What follows belongs to an exercise in optimizing a design on an open flow for small area, a short achievable clock period and few clock cycles; a production flow would make more cautious choices.
Function was checked by simulation only, so behaviour that the tests miss may differ from the original.
Power figures rest on the tool's default switching activity, not on a simulated workload.

Design mee_arith, start of the top module:
module mee_arith (
    input  wire        clk,
    input  wire        rst,         
    input  wire        cmd_valid,   
    input  wire [31:0] cmd_word,
    input  wire [31:0] op_a,        
    input  wire [31:0] op_b,        
    input  wire [31:0] op_n,        
    input  wire        ovr_clr,     
    output reg         busy,
    output reg         done,
    output reg         ok,
    output wire [3:0]  err,
    output reg         cmdovr,
    output reg  [31:0] res,
    output wire [63:0] s,
    output wire [63:0] t
);
    reg  [31:0] s_lo, t_lo;
    reg  [1:0]  err_r;
    assign s   = {{32{s_lo[31]}}, s_lo};
    assign t   = {{32{t_lo[31]}}, t_lo};
    assign err = {2'b00, err_r};
    localparam ST_DEC  = 3'd0;
    localparam ST_SWAP = 3'd1;
    localparam ST_EU   = 3'd2;
    localparam ST_NORM = 3'd3;    
    localparam ST_MM   = 3'd4;    
    localparam ST_CONV = 3'd5;    
    localparam ST_UNSC = 3'd6;    
    localparam ST_FIX  = 3'd7;    
    localparam K_RED = 2'd0;      
    localparam K_SQ  = 2'd1;      
    localparam K_MUL = 2'd2;      
    reg [2:0]  state;
    reg        c_ill, c_rsv;
    reg [1:0]  c_op;        
    reg [31:0] ra, rb, rn;
    reg [32:0] u0, v0;
    reg [34:0] u1, v1;
    reg [4:0]  cnt;
    reg        phase;       
    reg [1:0]  kind;
    reg [5:0]  ebits;       
    reg [4:0]  zc;          
    reg [3:0]  steps;       
    reg        th0m1;       
    reg        th2ge4;      
    reg        th2ge5;      
    reg  [2:0] qr;          
    wire [32:0] dr, du, dv;
    wire [33:0] d2;
    mee_add #(33) add_dr (.a({1'b0, ra}), .b(~{1'b0, rb}), .ci(1'b1), .s(dr));      
    mee_add #(34) add_d2 (.a({2'b0, ra}), .b(~{1'b0, rb, 1'b0}), .ci(1'b1), .s(d2));  
    mee_add #(33) add_du (.a(u0), .b(~u1[32:0]), .ci(1'b1), .s(du));
    mee_add #(33) add_dv (.a(v0), .b(~v1[32:0]), .ci(1'b1), .s(dv));
    wire        r_ge  = ~dr[32];
    wire        sh_ok = ~d2[33];
    wire [34:0] ps2, pc2;
    wire [2:0]  qn;
    mee_mm2 mm (.ps(u1), .pc(v1), .q(qr), .y(v0[31:29]), .x(ra), .n(rn),
                .th0m1(th0m1), .th2ge4(th2ge4), .th2ge5(th2ge5),
                .ps_o(ps2), .pc_o(pc2), .q_o(qn));
    wire [34:0] psum, psumn;
  ...
clock: 13.0 ns
lec_check: 0
cap_margin: 10
core_margin: 2
core_utilization: 40
place_density: 0.5
slew_margin: 10
standard.sh (not shown) runs the stock make flow with config.mk's settings and CLKGATE_MAP_FILE= SYNTH_SCRIPT=/design/flow/synth_recipe.tcl, a recipe that flattens the netlist after the stock synthesis.
==> flow/flow/run.sh <==
#!/bin/bash
# The standard layout (the standard.sh: standard synthesis, floorplan,
# placement, CTS, routing, finish) with the design's SDC and clock period,
# but with timing repair asked to leave 8 ns of setup slack, so that it keeps
# sizing and buffering paths until they are at most 5 ns long. make's
# full output goes to standard.log; each tool's own log is under orfs/logs.
set -euo pipefail
bash standard.sh SETUP_SLACK_MARGIN=8 finish > standard.log 2>&1
The baseline produced a clean layout.
Testbench counts at the start, summed over its fixed seeds: cycles 296,685.
==> next run, changes <==
==> flow/flow/run.sh (replaced) <==
#!/bin/bash
# The standard layout (the standard.sh: standard synthesis, floorplan,
# placement, CTS, routing, finish) with the design's SDC and clock period,
# but with timing repair asked to leave 7 ns of setup slack, so that it keeps
# sizing and buffering paths until they are at most 6 ns long. make's
# full output goes to standard.log; each tool's own log is under orfs/logs.
set -euo pipefail
bash standard.sh SETUP_SLACK_MARGIN=7 finish > standard.log 2>&1
--- a/flow/config.mk
+++ b/flow/config.mk
@@ -7,3 +7,3 @@
 export LEC_CHECK = 0
-export CAP_MARGIN = 10
+export CAP_MARGIN = 20
 export CORE_MARGIN = 2
@@ -11,2 +11,2 @@
 export PLACE_DENSITY = 0.5
-export SLEW_MARGIN = 10
+export SLEW_MARGIN = 20
Result: Power fell by roughly a tenth; die area stays the same; sequential share of layout area rose by 0.99 points; design area fell by a few percent; synthesized area does not change; global-route usage fell by 1.5 points; sequential power is about the same.
==> next run, changes <==
==> flow/flow/run.sh (replaced) <==
#!/bin/bash
# The standard layout (the standard.sh: standard synthesis, floorplan,
# placement, CTS, routing, finish) with the design's SDC and clock period,
# but with timing repair asked to leave 7.5 ns of setup slack, so that it keeps
# sizing and buffering paths until they are at most 5.5 ns long. make's
# full output goes to standard.log; each tool's own log is under orfs/logs.
set -euo pipefail
bash standard.sh SETUP_SLACK_MARGIN=7.5 finish > standard.log 2>&1
Effect:
- The new run finished clean
- sequential power hardly moves
- total power is higher by about 6%
- worst setup slack is better by 350 ps
- sequential share of layout area is lower by 0.36 points
- cell count is higher by about 0.36%
- clock power stays flat
- worst hold slack is better by 3.4 ps
- synthesized area does not change
- utilization is higher by 0.87 points
- clock skew barely changes

## afterwards: timing with drivers on the ports
How much do the figures lean on ideal ports? The routed layouts below were timed once more, with nothing changed but the port constraints.
Step 1: set_driving_cell puts a clkbuf_16 on clk and a buf_2 on each other input, an assumption about the parent block.
Step 2, shift: input delay + t, output delay - t, t = (earliest + latest rising clock arrival at the registers) / 2. This alone moves slack from input paths to output paths.
Three values: no drivers, after step 1, after step 2; two values: the first two.
| run | t (ns) | setup slack, ns | worst register clock-pin slew, ns |
|---|---|---|---|
| the first run | 0.736 | 7.439 / 7.439 / 7.439 | 0.07 / 0.07 |
| the second run | 0.738 | 7.011 / 7.011 / 7.011 | 0.07 / 0.07 |
| the third run | 0.742 | 7.359 / 7.359 / 7.359 | 0.07 / 0.07 |
After both steps every run listed still meets setup and hold.
